This design comes from an exercise in tuning for small area, a short achievable clock period and few clock cycles on the open sky130 flow, not from production work. Function was checked by simulation only, so behaviour that the tests miss may differ from the original. Power figures rest on the tool's default switching activity, not on a simulated workload.

$ cat design/flow/design.v
module vld_core (
    input  wire        clk,
    input  wire        rst,           
    input  wire        load_start,    
    input  wire [15:0] load_len,
    input  wire        load_valid,    
    input  wire [31:0] load_data,     
    input  wire [7:0]  rd_mem_addr,
    output wire [7:0]  rd_mem_data,
    input  wire [2:0]  rd_reg_idx,
    output wire [31:0] rd_reg_data,
    output wire [1:0]  run_state,     
    output wire [2:0]  fault_kind,
    output wire [8:0]  fault_pc,
    output wire [31:0] fault_info
);
    localparam NG = 4;                
    localparam GB = 2;                
    localparam [5:0] OP_LOAD      = 6'd5;
    localparam [5:0] OP_LOADCONST = 6'd30;
    localparam [5:0] OP_STORE     = 6'd33;
    localparam [5:0] OP_ROR       = 6'd37;
    localparam [1:0] S_IDLE  = 2'd0;
    localparam [1:0] S_RUN   = 2'd1;
    localparam [1:0] S_HALT  = 2'd2;
    localparam [1:0] S_FAULT = 2'd3;
    genvar i;
    integer b;
    reg [1:0]  state;
    reg [15:0] len_q;          
    reg [6:0]  words;          
    reg [8:0]  pc;
    reg [2:0]  fkind;
    reg [31:0] ir1;            
    reg [31:0] ir2;            
    reg        lc1_q;          
    reg        dual_q;         
    reg        ok2_q;          
    reg        ok4_q;          
    reg        fb_q;           
    reg [31:0] xc_q;           
    reg [2047:0] mem;          
    reg [255:0]  xr;           
    wire [8:0] code_size = len_q[8:0];
    wire [8:0] lbytes    = {words, 2'b00};                
    wire       loading   = (state == S_RUN) && (lbytes < code_size);
    wire       ld_we     = loading && load_valid;
    wire [8:0] lbytes_n  = ld_we ? lbytes + 9'd4 : lbytes;  
    wire       ld_final  = (lbytes_n >= code_size);
    wire       final_st  = state[1];
    wire       running   = (state == S_RUN);
    wire        l_first = lc1_q;                         
    wire [31:0] im = (dual_q && lc1_q) ? ir2 : ir1;      
    wire [31:0] il = lc1_q ? ir1 : ir2;                  
    wire [5:0]  opc   = im[5:0];
    wire [2:0]  fld_b = im[8:6];
    wire [16:0] imm   = im[25:9];
    wire [2:0]  l_b   = il[8:6];
    wire [16:0] l_imm = il[25:9];
    wire [2:0]  b_idx = final_st ? rd_reg_idx : fld_b;
    wire [31:0] x_bp  = xr[32*b_idx +: 32];
    assign rd_reg_data = x_bp;
    wire [31:0] x_b   = fb_q ? {15'd0, l_imm} : x_bp;
    wire        xc_big = |xc_q[31:8];
    wire [7:0]  xc8    = xc_q[7:0];
    wire [7:0]  d_addr  = final_st ? rd_mem_addr : xc8;
    wire [7:0]  d_rdata = mem[8*d_addr +: 8];
    assign rd_mem_data = d_rdata;
    wire [8:0]  rem = code_size - pc;
    wire        is_ld  = (opc == OP_LOAD);
    wire        is_lc  = (opc == OP_LOADCONST);
    wire        is_st  = (opc == OP_STORE);
    wire        is_ror = (opc == OP_ROR);
    wire        is_mem = is_ld | is_st | is_ror;
    wire        end_code = (rem < 9'd2);
    wire        trunc    = is_lc && (rem < 9'd4);
    wire        unknown  = !is_lc && !is_mem;
    wire        oor      = is_mem && xc_big;
    wire        d_wait  = ({1'b0, xc8} < code_size) && ({1'b0, xc8} >= lbytes);
    wire        bus_hit = ld_we && (xc8[GB+2:3] == words[GB:1]) && (xc8[2] == words[0]);
    wire [7:0]  st_off  = xc8 - pc[7:0];
    wire        st_self = dual_q && !lc1_q && (st_off >= 8'd2) && (st_off <= 8'd5);
    wire [3:0]  blen = dual_q ? ((lc1_q && ir2[5:0] == OP_LOADCONST) ? 4'd8 : 4'd6)
                              : (lc1_q ? 4'd4 : 4'd2);
    reg m_go, l_go, split, go_halt, go_fault, fault_l;
    always @(*) begin
        m_go     = 1'b0;
        l_go     = 1'b0;
        split    = 1'b0;
        go_halt  = 1'b0;
        go_fault = 1'b0;
        fault_l  = 1'b0;
        if (running) begin
            if (end_code)
                go_halt = ld_final;
            else if (!ok2_q)
                ;
            else if (!dual_q) begin
                if (trunc || unknown || oor)
                    go_fault = ld_final;
                else if (is_lc)
                    m_go = ok4_q;
                else
                    m_go = !d_wait && !(is_st && bus_hit);
            end else begin
                if (oor) begin
                    go_fault = ld_final;
                    l_go     = ld_final && l_first;
                    fault_l  = l_first;
                end else if (!is_mem || (!d_wait && !(is_st && bus_hit))) begin
                    m_go  = 1'b1;
                    split = is_st && st_self;
                    l_go  = !split;
                end
            end
            if (m_go && !split && ld_final && ({5'd0, rem} < {1'b0, blen} + 10'd2))
                go_halt = 1'b1;
        end
    end
    wire st_we = m_go && is_st;
    wire mw_we = m_go && !is_st;
    wire advance = m_go;
    wire [4:0]  rot_amt = d_rdata[4:0];
    wire [63:0] rot_dbl = {x_b, x_b} >> rot_amt;
    wire [31:0] rot_res = rot_dbl[31:0];
    wire [31:0] wb = is_lc ? {15'd0, imm} :
                     is_ld ? {24'd0, d_rdata} : rot_res;
    wire       refetch = !ok2_q || (!dual_q && lc1_q && !ok4_q);
    wire [8:0] npc = refetch ? pc : pc + {5'd0, blen};
    wire [7:0] st_data = x_b[7:0];
    wire       st_fwd  = is_st && ok2_q && running;
    reg [7:0] bank_q [0:7];
    reg [4:0] f_row [0:7];
    always @(*) begin
        for (b = 0; b < 8; b = b + 1) begin
            f_row[b] = npc[7:3] + ((b < npc[2:0]) ? 5'd1 : 5'd0);
            bank_q[b] = mem[8*{f_row[b], b[2:0]} +: 8];
            if (ld_we && f_row[b] == words[5:1] && (b / 4) == words[0])
                bank_q[b] = load_data[8*(b % 4) +: 8];
            else if (st_fwd && xc8 == {f_row[b], b[2:0]})
                bank_q[b] = st_data;
        end
    end
    wire [63:0]  fetch_w = {bank_q[7], bank_q[6], bank_q[5], bank_q[4],
                            bank_q[3], bank_q[2], bank_q[1], bank_q[0]};
    wire [127:0] fetch_d = {fetch_w, fetch_w} >> {npc[2:0], 3'b000};
    wire [31:0] n1   = fetch_d[31:0];
    wire        nlc1 = (n1[5:0] == OP_LOADCONST);
    wire [31:0] n2   = nlc1 ? fetch_d[63:32] : fetch_d[47:16];
    wire        nlc2 = (n2[5:0] == OP_LOADCONST);
    wire        nmem1 = (n1[5:0] == OP_LOAD) || (n1[5:0] == OP_STORE) || (n1[5:0] == OP_ROR);
    wire        nmem2 = (n2[5:0] == OP_LOAD) || (n2[5:0] == OP_STORE) || (n2[5:0] == OP_ROR);
    wire        pairable = (nlc1 && (nlc2 || nmem2)) || (nmem1 && nlc2);
    wire [8:0] lim  = (lbytes_n < code_size) ? lbytes_n : code_size;
    wire [9:0] room = {1'b0, lim} - {1'b0, npc};
    wire       r2 = !room[9] && (room >= 10'd2);
    wire       r4 = !room[9] && (room >= 10'd4);
    wire       r6 = !room[9] && (room >= 10'd6);
    wire       r8 = !room[9] && (room >= 10'd8);
    wire       ndual = pairable && ((nlc1 && nlc2) ? r8 : r6);
    wire [2:0]  nc   = nlc1 ? n2[11:9] : n1[11:9];
    wire        c_own = nlc1 && (n1[8:6] == nc);
    wire        c_m   = mw_we && (fld_b == nc);
    wire        c_l   = l_go && (l_b == nc);
    wire [31:0] xc_n = c_own ? {15'd0, n1[25:9]} :
                       (c_l && (!c_m || !l_first)) ? {15'd0, l_imm} :
                       c_m ? wb : xr[32*nc +: 32];
    wire        nfb  = nlc1 && (n1[8:6] == n2[8:6]);
    assign run_state  = state;
    assign fault_kind = (state == S_FAULT) ? fkind : 3'd0;
    assign fault_pc   = (state == S_FAULT) ? pc : 9'd0;
    assign fault_info = (state != S_FAULT) ? 32'd0 :
                        (fkind == 3'd3) ? xc_q :
                        (fkind == 3'd4) ? {16'd0, len_q} :
                        (fkind == 3'd1) ? {23'd0, rem} : {26'd0, opc};
    always @(posedge clk) begin
        if (rst) begin
            state <= S_IDLE;
        end else if (load_start) begin
            len_q  <= load_len;
            words  <= 7'd0;
            pc     <= 9'd0;
            ok2_q  <= 1'b0;
            ok4_q  <= 1'b0;
            dual_q <= 1'b0;
            lc1_q  <= 1'b0;
            if (load_len > 16'd256) begin
                state <= S_FAULT;
                fkind <= 3'd4;
            end else begin
                state <= S_RUN;
            end
        end else begin
            if (ld_we)
                words <= words + 7'd1;
            if (go_halt)
                state <= S_HALT;
            if (go_fault) begin
                state <= S_FAULT;
                fkind <= trunc ? 3'd1 : unknown ? 3'd2 : 3'd3;
                if (fault_l)
                    pc <= pc + 9'd4;
            end else if (split) begin
                pc    <= pc + 9'd2;
                ok2_q <= 1'b0;
            end else if (running && (advance || refetch)) begin
                pc     <= npc;
                ir1    <= n1;
                ir2    <= n2;
                lc1_q  <= nlc1;
                dual_q <= ndual;
                ok2_q  <= r2;
                ok4_q  <= r4;
                fb_q   <= nfb;
                xc_q   <= xc_n;
            end
        end
    end
    wire [31:0] l_bus = load_start ? 32'd0 : {15'd0, l_imm};
    generate
        for (i = 0; i < 8; i = i + 1) begin : g_x
            wire hm = mw_we && (fld_b == i);
            wire hl = l_go && (l_b == i);
            always @(posedge clk) begin
                if (load_start || hm || hl)
                    xr[32*i +: 32] <= (hm && !load_start && (!hl || l_first)) ? wb : l_bus;
            end
        end
    endgenerate
    wire [7:0] st_bus = load_start ? 8'd0 : st_data;
    wire [3:0] lane_ok;
    genvar k;
    generate
        for (k = 0; k < 4; k = k + 1) begin : g_lane
            assign lane_ok[k] = ({words, k[1:0]} < {1'b0, code_size});
        end
        for (i = 0; i < 256; i = i + 1) begin : g_mem
            localparam [4:0] ROW = i / 8;
            localparam       BK  = i % 8;
            wire ld_hit = ld_we && (words[0] == BK / 4);
            wire ld_grp = ld_hit && (words[GB:1] == ROW[GB-1:0]);
            wire [7:0] bus = ld_grp ? load_data[8*(BK % 4) +: 8] : st_bus;
            wire en = load_start ||
                      (ld_hit && words[5:1] == ROW && lane_ok[BK % 4]) ||
                      (st_we && xc8 == i);
            always @(posedge clk) begin
                if (en)
                    mem[8*i +: 8] <= bus;
            end
        end
    endgenerate
endmodule
$ cat design/flow/run.sh
#!/bin/bash
# synth_recipe.tcl (not shown) runs the flow's synth.tcl, then flattens the netlist and writes it again
# the make line also repeats each setting of config.mk as NAME=value (left out here)
make -C /OpenROAD-flow-scripts/flow DESIGN_CONFIG=/design/flow/config.mk WORK_HOME=/design/flow/orfs CLKGATE_MAP_FILE= SYNTH_SCRIPT=/design/flow/synth_recipe.tcl finish
$ cat design/flow/config.mk
export PLATFORM = sky130hd
export DESIGN_NAME = vld_core
export DESIGN_NICKNAME = vld_core
export VERILOG_FILES = /design/flow/design.v
export SDC_FILE = /design/flow/constraint.sdc
export NUM_CORES = 4
export LEC_CHECK = 0
export CAP_MARGIN = 20
export CORE_MARGIN = 2
export CORE_UTILIZATION = 30
export PLACE_DENSITY = 0.45
export SLEW_MARGIN = 20
$ cat design/flow/constraint.sdc
create_clock -name core_clock -period 10.0 [get_ports {clk}]
set_input_delay 2.0000 -clock core_clock [delete_from_list [all_inputs] [get_ports {clk}]]
set_output_delay 2.0000 -clock core_clock [all_outputs]
set_load 0.01 [all_outputs]
==> summary.txt, run 1 <==
* CP Capture Type: register
* Slowest stage cell, crit path: or4b_1
* Maximum number of pins on one net before global-route repair at a little under 200
* Total grt overflow at 0
* Die area at ~0.44 mm^2
* Worst hold slack at 0.689 ns
* Clock power frac at 0.310
* Comb pwr share at 0.326
* Achievable frequency at 99.3 MHz
* RSZ-0062 raised after global routing: false
* Ranking of synthesized cells by area: edfxtp_1 55%, mux4_2 16%, nand2_1 5.0%
* Fraction of layout cells with a size suffix above 1 at 0.244
* WL met3 at between 100 and 150 mm
* Sequential power share at 0.364
* Crit-path max cell delay at 0.80 ns
* Pint at 22.0 mW
* Placed cells at around 16k
* Core region area at around 0.44 mm^2
* TritonRoute pass-1 iters at 10
* Fin nets at 10.6k
* Critical Path RT at roughly 11 ns
* Via count at 114k
* CP delay by family, top: compound AO/OA/AOI/OAI gates
* Slew margin rel. at 0.0741
* Final Max Slew Viols at 0
* Area Growth Syn to Fin at 19.4%
* First-pass GRT wire length at around 1100 mm
* Antenna violations before repair at between 150 and 200
* Final std cells w/o fill at 16.6k
* Sw Pwr at roughly 13 mW
* Multi-input gate area at 0.0587 mm^2
* Post-DP HPWL at 653 mm
* Critical path class: register to register
* Status: finished with violations
* Drt initial violations at roughly 22k
* Final min period at about 10 ns
* Num CTS Buffers at between 200 and 300
* Die W at 667 um
* Synth Warn # at 3
* Worst path bufs/invs at 3
* Pleak at 55.5 nW
* Sequential fraction of the synthesis area at 0.553
* Root buffer cell: clkbuf_16
* RD Place Congestion at roughly 1.1
* Netlist cell types at ~100
* Async SR Flop Fraction at 0
* CTS tree: yes
* Vias per cell at slightly below 7
* Max Root-Sink Buffers at 4
* Max VDD drop at 124 uV
* Top FF cell, synth: edfxtp_1
* Seq. cell area at 0.0729 mm^2
* Slew @ Worst Pin at 1.38 ns
* WL met1 at about 310 mm
* Post-Syn Instances at between 10k and 15k
* Fin crit share at 1.01
* GR Util All Layers at 0.394
* Final Hold Fails at 0
* Die H at between 600 and 700 um
* Reg-to-reg setup timing slack at -0.07 ns
* Data arrival, critical path at between 10 and 15 ns
* Final Worst Setup Slack at -0.0684 ns
* Clock latency (worst-skew pair) at about 1 ns
* Htree depth at 5
* I/O pin count at 149
* # setup viols final at 9
* # DRC at 0
* Final worst clock skew at a little over 0.08 ns
* Yosys top cell by area: edfxtp_1
* Port bufs at ~150
* Max-cap viol count at 0
* Crit path launch type: register
* DR WL met2 at between 300 and 400 mm
* Starting Density at 0.301
* Netlist Area Pre-Place at ~0.13 mm^2
* CTS clk-pin slew, worst paths at roughly 0.060 ns
* HP Class: register to register
* Switching Share at 0.379
* Pwr/cell area at ~230 mW/mm^2
* Synthesized flop and latch total at about 2.4k
* Final WL at roughly 900 mm
* # rows at 243
* Layout Check Fail Reasons: negative setup slack
* Post-synth EDFFs at between 2k and 2.5k
* Vias in the first global route at between 100k and 150k
* Max Used Layer: met5
* Yosys top cell area share at 0.553
* Avg Inst Size Synth at around 13 um^2
* Critical-path maximum fanout at 119
* Per-cell routed wire length at around 54 um
* Filler Cells Inserted at around 42k
* CTS Sinks at 2,429
* Routed Antenna Nets at 0
## placed cells by master (no fill, tap or decap), drive strengths merged, types with 114 or more instances in the layout
master,netlist,final
and3,153,153
clkinv,5,127
o21ai,529,529
buf,296,730
o22ai,132,132
a21o,115,115
a21oi,478,478
nand3,258,258
edfxtp,2427,2427
inv,102,123
nor3,139,139
nor2,515,515
mux2i,563,563
mux4,934,934
clkdlybuf4s50,0,139
diode,0,114
clkbuf,533,348
nand2,1772,1772
## worst min-delay path: stages (launching register included)
cell and delay (ns):
dfxtp_1 0.43, nand2b_1 0.12, a31oi_1 0.08
## worst paths after layout
kind,from,endpoint,cells past startpoint
worst max-delay path,ir2[2],xc_q[12],25
worst min-delay path,state[0],state[0],2
worst max register to register,ir2[2],xc_q[12],25
worst min register to register,state[0],state[0],2
## metrics by stage
stage          power (mW)  cell area [um^2]  setup TNS (ns)   util  setup WS [ns]
6_report             35.5            157000          -0.226  0.360        -0.0684
5_1_grt              35.7            157000               0  0.359        0.00243
4_1_cts              34.7            156000               0  0.357         0.0470
3_5_place_dp         23.9            147000          -0.170  0.336        -0.0613
3_3_place_gp         23.9            146000          -14.71  0.334         -0.610
2_1_floorplan        18.2            132000               0      -        0.00401
## power groups by stage
stage,clock network (mW),logic (mW),registers (mW)
floorplan,0,5.44,12.7
global placement,0,10.8,13.1
detailed placement,0,10.8,13.1
CTS,11.0,10.9,12.9
global route,11.4,11.4,12.9
finish,11.0,11.6,12.9
## metal layers
metal / track usage / up-vias
met3: 0.199 / 2858
met2: 0.531 / 11600
met4: 0.344 / 86
li1: - / 40700
met5: 0.0171 / -
met1: 0.455 / 58800
## area by class of cell
type,count,area share
inverters,107,0.00258
multi-input cells,6764,0.373
clock inverters,181,0.0112
well taps,5757,0.0458
diodes,114,0.00181
repair buffers,870,0.0530
flip-flops and latches,2429,0.464
clock buffers,347,0.0488
## cells by family (layout without fill, tap and decap cells)
group	after synthesis	count (layout)	synth area share
adder cells (fa/ha/maj)	71	71	0.00680
AO/OA/AOI/OAI	1961	1961	0.0951
AND/OR/NAND/NOR	3068	3068	0.0995
other	2	117	0.0000570
multiplexers	1559	1559	0.208
buffers and inverters	936	1505	0.0295
XOR/XNOR	102	102	0.00773
flip-flops	2429	2429	0.553
## registers in the layout, indices dropped and copies added (netlist names), 2 cells and up
| signal | count |
|---|---|
| len_q | 16 |
| ir1 | 26 |
| pc | 8 |
| state | 2 |
| fkind | 3 |
| ir2 | 26 |
| mem | 2048 |
| xc_q | 32 |
| words | 7 |
| xr | 256 |
## cells in the mapped netlist (62+ instances only)
cell      number
nand2_1     1770
and3_1       153
a31oi_1       81
ha_1          70
mux2_2        62
nand3_1      258
o21ai_0      515
buf_2        134
edfxtp_1    2427
a311oi_1     112
inv_1         96
clkbuf_1     533
mux2i_1      561
buf_1        113
mux4_2       934
a22oi_1       76
nor3_1       138
nor2_1       512
a211oi_1      81
o22ai_1      132
xnor2_1       65
a21o_1       115
a21oi_1      476
## timing repair
action | CTS | global route
pin swaps | 1 | 0
gates resized for setup | 1 | 16
setup buffers | 2 | 0
cloned | 0 | 0
hold buffers | 0 | 0
setup endpoints to repair | 12 | 32
Testbench counts, summed over its fixed seeds: cycles 18,081.
==> run 2: changes to the inputs <==
--- a/design/flow/design.v
+++ b/design/flow/design.v
@@ -29,16 +29,21 @@
     reg [1:0]  state;
     reg [15:0] len_q;          
     reg [6:0]  words;          
-    reg [8:0]  pc;
+    reg [8:1]  pc_h;           
+    wire [8:0] pc = {pc_h, 1'b0};
+    reg [8:1]  fa_q;           
     reg [2:0]  fkind;
     reg [31:0] ir1;            
     reg [31:0] ir2;            
     reg        lc1_q;          
+    reg        lc2_q;          
     reg        dual_q;         
     reg        ok2_q;          
     reg        ok4_q;          
     reg        fb_q;           
     reg [31:0] xc_q;           
+    reg        end_q;          
+    reg        trunc_q;        
     reg [2047:0] mem;          
     reg [255:0]  xr;           
     wire [8:0] code_size = len_q[8:0];
@@ -72,15 +77,15 @@
     wire        is_st  = (opc == OP_STORE);
     wire        is_ror = (opc == OP_ROR);
     wire        is_mem = is_ld | is_st | is_ror;
-    wire        end_code = (rem < 9'd2);
-    wire        trunc    = is_lc && (rem < 9'd4);
+    wire        end_code = end_q;
+    wire        trunc    = trunc_q && !dual_q;
     wire        unknown  = !is_lc && !is_mem;
     wire        oor      = is_mem && xc_big;
     wire        d_wait  = ({1'b0, xc8} < code_size) && ({1'b0, xc8} >= lbytes);
     wire        bus_hit = ld_we && (xc8[GB+2:3] == words[GB:1]) && (xc8[2] == words[0]);
     wire [7:0]  st_off  = xc8 - pc[7:0];
     wire        st_self = dual_q && !lc1_q && (st_off >= 8'd2) && (st_off <= 8'd5);
-    wire [3:0]  blen = dual_q ? ((lc1_q && ir2[5:0] == OP_LOADCONST) ? 4'd8 : 4'd6)
+    wire [3:0]  blen = dual_q ? ((lc1_q && lc2_q) ? 4'd8 : 4'd6)
                               : (lc1_q ? 4'd4 : 4'd2);
     reg m_go, l_go, split, go_halt, go_fault, fault_l;
     always @(*) begin
@@ -126,9 +131,10 @@
     wire [31:0] wb = is_lc ? {15'd0, imm} :
                      is_ld ? {24'd0, d_rdata} : rot_res;
     wire       refetch = !ok2_q || (!dual_q && lc1_q && !ok4_q);
-    wire [8:0] npc = refetch ? pc : pc + {5'd0, blen};
+    wire [8:0] npc = {fa_q, 1'b0};
     wire [7:0] st_data = x_b[7:0];
-    wire       st_fwd  = is_st && ok2_q && running;
+    wire [7:0] st_rel  = xc8 - npc[7:0];
+    wire       st_hz   = st_we && (st_rel < 8'd8);
     reg [7:0] bank_q [0:7];
     reg [4:0] f_row [0:7];
     always @(*) begin
@@ -137,8 +143,6 @@
             bank_q[b] = mem[8*{f_row[b], b[2:0]} +: 8];
             if (ld_we && f_row[b] == words[5:1] && (b / 4) == words[0])
                 bank_q[b] = load_data[8*(b % 4) +: 8];
-            else if (st_fwd && xc8 == {f_row[b], b[2:0]})
-                bank_q[b] = st_data;
         end
     end
     wire [63:0]  fetch_w = {bank_q[7], bank_q[6], bank_q[5], bank_q[4],
@@ -158,6 +162,12 @@
     wire       r6 = !room[9] && (room >= 10'd6);
     wire       r8 = !room[9] && (room >= 10'd8);
     wire       ndual = pairable && ((nlc1 && nlc2) ? r8 : r6);
+    wire       nvalid = r2 && !(nlc1 && !ndual && !r4);
+    wire [3:0] nblen  = ndual ? ((nlc1 && nlc2) ? 4'd8 : 4'd6) : (nlc1 ? 4'd4 : 4'd2);
+    wire [8:0] fa_n   = nvalid ? npc + {5'd0, nblen} : npc;
+    wire [8:0] nrem   = code_size - npc;
+    wire       nend   = (nrem < 9'd2);
+    wire       ntrunc = nlc1 && (nrem < 9'd4);
     wire [2:0]  nc   = nlc1 ? n2[11:9] : n1[11:9];
     wire        c_own = nlc1 && (n1[8:6] == nc);
     wire        c_m   = mw_we && (fld_b == nc);
@@ -179,11 +189,13 @@
         end else if (load_start) begin
             len_q  <= load_len;
             words  <= 7'd0;
-            pc     <= 9'd0;
+            pc_h   <= 8'd0;
+            fa_q   <= 8'd0;
             ok2_q  <= 1'b0;
             ok4_q  <= 1'b0;
             dual_q <= 1'b0;
             lc1_q  <= 1'b0;
+            end_q  <= (load_len[8:0] < 9'd2);
             if (load_len > 16'd256) begin
                 state <= S_FAULT;
                 fkind <= 3'd4;
@@ -199,20 +211,30 @@
                 state <= S_FAULT;
                 fkind <= trunc ? 3'd1 : unknown ? 3'd2 : 3'd3;
                 if (fault_l)
-                    pc <= pc + 9'd4;
+                    pc_h <= pc_h + 8'd2;
             end else if (split) begin
-                pc    <= pc + 9'd2;
+                pc_h  <= pc_h + 8'd1;
+                fa_q  <= pc_h + 8'd1;
                 ok2_q <= 1'b0;
+                end_q <= (rem < 9'd4);
+            end else if (running && advance && st_hz) begin
+                pc_h  <= fa_q;
+                ok2_q <= 1'b0;
+                end_q <= nend;
             end else if (running && (advance || refetch)) begin
-                pc     <= npc;
+                pc_h   <= fa_q;
+                fa_q   <= fa_n[8:1];
                 ir1    <= n1;
                 ir2    <= n2;
                 lc1_q  <= nlc1;
+                lc2_q  <= nlc2;
                 dual_q <= ndual;
                 ok2_q  <= r2;
                 ok4_q  <= r4;
                 fb_q   <= nfb;
                 xc_q   <= xc_n;
+                end_q  <= nend;
+                trunc_q <= ntrunc;
             end
         end
     end
--- a/design/flow/config.mk
+++ b/design/flow/config.mk
@@ -7,6 +7,7 @@
 export LEC_CHECK = 0
 export CAP_MARGIN = 20
 export CORE_MARGIN = 2
-export CORE_UTILIZATION = 30
-export PLACE_DENSITY = 0.45
+export CORE_UTILIZATION = 35
+export PLACE_DENSITY = 0.5
+export SETUP_SLACK_MARGIN = 2.5
 export SLEW_MARGIN = 20
==> run 2 against run 1 <==
  * The run now finishes clean
  * First-iteration DRC count up 13%
  * Global-route usage up 7.0 points
  * Combinational power down 17%
  * Area after synthesis up 3.2%
  * Routed wire length up 4.0%
  * Cell count up 5.2%
  * Sequential power about the same
  * Register-to-register slack better by 2.3 ns
  * Fmax up 30%
  * Sequential share of layout area down 1.7 points
  * Clock skew up 0.017 ns
  * Synthesized cell count up 13%
==> summary.txt, run 2 <==
* Status: complete, no violations
* Placed cells at between 15k and 20k
* Ranking of synthesized cells by area: edfxtp_1 54%, mux4_2 11%, nand2_1 5.9%
* Synth Area in XOR/XNOR at 0.00661
* Slew @ Worst Pin at approximately 1.3 ns
* Final min period at around 7.8 ns
* Num CTS Buffers at 299
* Multi-input gate area at between 0.06 and 0.07 mm^2
* Top FF cell, synth: edfxtp_1
* CP Capture Type: register
* Total power at roughly 34 mW
* Post-DP HPWL at 671 mm
* Post-synthesis mux area share at 0.166
* Die W at about 630 um
* Die area at between 0.3 and 0.4 mm^2
* Largest family of logic cells by synthesized area: multiplexers
* Achievable frequency at between 100 and 150 MHz
* Data arrival, critical path at approximately 8.5 ns
* Hold-fix buffers, CTS at 0
* Avg Inst Size Synth at 11.9 um^2
* Fraction of layout cells with a size suffix above 1 at 0.244
* CTS tree: yes
* Filler Cells Inserted at between 30k and 40k
* Max VDD drop at around 150 uV
* Reg-to-reg setup timing slack at 2.24 ns
* Htree depth at 5
* Synth Warn # at 3
* Routed Antenna Nets at 0
* Maximum number of pins on one net before global-route repair at approximately 110
* Clock latency (worst-skew pair) at between 1 and 1.5 ns
* Slowest stage cell, crit path: a31oi_2
* Critical path class: register to register
* Netlist cell types at 107
* Final worst clock skew at 0.0978 ns
* Port bufs at 147
* Final core utilization at 0.425
* I/O pin count at roughly 150
* Largest registers: mem: 2048 flops, xr: 256 flops, xc_q: 32 flops
* Post-synth EDFFs at 2,438
* Seq. cell area at 0.0733 mm^2
* Synthesized flop and latch total at approximately 2.4k
* Antenna violations before repair at around 140
* Slew margin rel. at 0.102
* CTS clk-pin slew, worst paths at about 0.060 ns
* Critical Path RT at 10.74 ns
* Most frequent cells in the layout: 2,438 x edfxtp_1, 2,135 x nand2_1, 746 x buf_4
* Final std cells w/o fill at 17.4k
* Post-Syn Instances at 11.4k
* Via count at roughly 130k
* Final Worst Setup Slack at about 2.2 ns
* Vias per cell at around 7.2
* Per-cell routed wire length at roughly 54 um
* Vias in the first global route at 113k
* Final Max Slew Viols at 0
* Core region area at 0.386 mm^2
* RD Place Congestion at 1.14
* Min-delay src: trunc_q
* Setup Total Neg Slack at 0 ns
* # setup viols final at 0
* Die H at 627 um
* Root buffer cell: clkbuf_16
* Hold Path Cell Cnt at 1
* Critical-path maximum fanout at a little under 50
* Total grt overflow at 0
* Worst path most repeated cell: buf_4
* Drt initial violations at ~25k
* Pre-CTS setup slack at slightly below 0.8 ns
* Pwr/cell area at 206 mW/mm^2
* Async SR Flop Fraction at 0
* Worst hold slack at 0.649 ns
* R2r endpoint: xc_q[2]
* Crit-path max cell delay at between 0.8 and 0.9 ns
* Commonest non-fill, non-tap cell in the layout: edfxtp_1
* Yosys top cell by area: edfxtp_1
* Worst path bufs/invs at 7
* Count leader, synth: edfxtp_1
* Post-place instance area at 0.148 mm^2
* Reg-to-Reg Start: fa_q[2]
* Critical path cell sequence: inv_4 > nand2_4 > ha_4 > ha_4 > buf_4 > buf_4 > xor2_1 > nor2_2 > nand2_1 > or4_4 > buf_4 > buf_4 > a31oi_2 > mux2i_1 > mux2i_2 > mux2i_4 > buf_4 > bufbuf_16 > a211oi_1 > a211oi_1 > a211oi_1 > a211o_1 > o311ai_1
* Post-Synth Adder-Cell Area at 0.00801
* Crit path launch type: register
* Fin crit share at 0.776
* Max-cap viol count at 0
* Fin nets at 12.0k
* Synth Area in Compound Gates at 0.117
* Final WL at 938 mm
* First-pass GRT wire length at approximately 1200 mm
* Synth cell count leaders: 2,438 x edfxtp_1, 2,154 x nand2_1, 682 x mux4_2
* Max Root-Sink Buffers at 4
* Pleak at approximately 59 nW
* Largest register FFs at 2,048
* Area Growth Syn to Fin at 20.7%
* TritonRoute pass-1 iters at 11
* Post-Synth Simple-Gate Area at 0.130
* Sequential fraction of the synthesis area at 0.539
* CTS Sinks at 2,440
* Starting Density at 0.352
* RSZ-0062 raised after global routing: true
* CP delay by family, top: compound AO/OA/AOI/OAI gates
* Final Instance Area at 0.164 mm^2
* Yosys top cell area share at 0.538
* Largest Register: mem
* Hold EP: fkind[1]
* Netlist Area Pre-Place at between 0.1 and 0.15 mm^2
* Cells on worst reg2reg path at 23
* HP Class: register to register
* # rows at between 200 and 250
* Final Hold Fails at 0
* GR Util All Layers at 0.464
* # DRC at 0
-- run 2: worst max path at each step --
| stage | startpoint | endpoint | slack [ns] | cells past startpoint |
|---|---|---|---|---|
| global placement | load_valid | fa_q[6] | 0.39 | 37 |
| global route | words[4] | fa_q[8] | 2.20 | 38 |
| CTS | rd_mem_addr[1] | rd_mem_data[2] | 2.34 | 15 |
| detailed placement | rd_mem_addr[1] | rd_mem_data[2] | 0.79 | 13 |
| finish | fa_q[2] | xc_q[2] | 2.24 | 23 |
| floorplan | load_valid | fb_q | 1.89 | 21 |
-- run 2: report_power, final --
group	leakage (nW)	internal, mW	total (mW)	switching [mW]
logic	29.6	3.03	9.64	6.60
registers	24.7	12.3	12.8	0.568
clock network	4.76	6.43	11.3	4.91
-- run 2: cell families after synthesis --
logic type      count (synthesis)
fa+ha+maj                      84
mux                          1377
buf+inv                      1069
compound gates               2316
xor+xnor                       97
flops                        2440
simple gates                 4057
other cells                     2
-- run 2: layout make-up --
| type | count | area share |
|---|---|---|
| flip-flops and latches | 2440 | 0.447 |
| multi-input cells | 7943 | 0.382 |
| repair buffers | 1085 | 0.0674 |
| clock buffers | 359 | 0.0474 |
| well taps | 5175 | 0.0395 |
| clock inverters | 180 | 0.0127 |
| inverters | 114 | 0.00278 |
| diodes | 132 | 0.00201 |
-- run 2: routing by layer --
metal  wire length [um]  global-route usage  vias up  share of wire
li1                   -                   -    45500              -
met1             322000               0.552    63700           0.34
met2             364000               0.616    13300           0.39
met3             150000               0.224     3452           0.16
met4             101000               0.404       46           0.11
met5                730             0.00667        -        0.00078
-- run 2: worst reg2reg max path, delay by kind of cell, from the launching register on --
kind / cells / cell delay [ns]
fa+ha+maj: 2 / 0.65
buf+inv: 7 / 1.82
flops: 1 / 0.43
compound gates: 6 / 2.32
xor+xnor: 1 / 0.10
simple gates: 4 / 1.20
mux: 3 / 1.02
-- run 2: timing repair --
item | in CTS | in global routing
resized for setup | 384 | 161
pin swaps | 52 | 56
setup endpoints to repair | 247 | 57
cloned | 30 | 9
buffers inserted | 125 | 72
Testbench counts of run 2, summed over its fixed seeds: cycles 18,088.

## static timing again, ports no longer ideal
The flow's constraints put no driver on any port. The routed layouts listed below were extracted and timed again, unchanged, in two steps. Step 1: set_driving_cell puts a clkbuf_16 on clk and a buf_2 on each other input, an assumption about the parent block. Step 2 times the ports against the registers' clock, not the clock port: input delays grow and output delays shrink by t, the midpoint of the rising clock arrivals with the driver on. Slacks: ideal ports / drivers / drivers and shift; pairs: ideal ports / drivers.
run | t (ns) | slack for setup (ns) | hold WS [ns]
run 1 | 1.087 | -0.068 / -0.068 / -0.068 | 0.689 / 0.689 / 0.689
run 2 | 1.120 | 2.237 / 2.216 / 1.556 | 0.649 / 0.649 / 0.649
The setup slack of run 2, which loses most, moves by -0.021 ns with the drivers and by -0.681 ns with both steps.
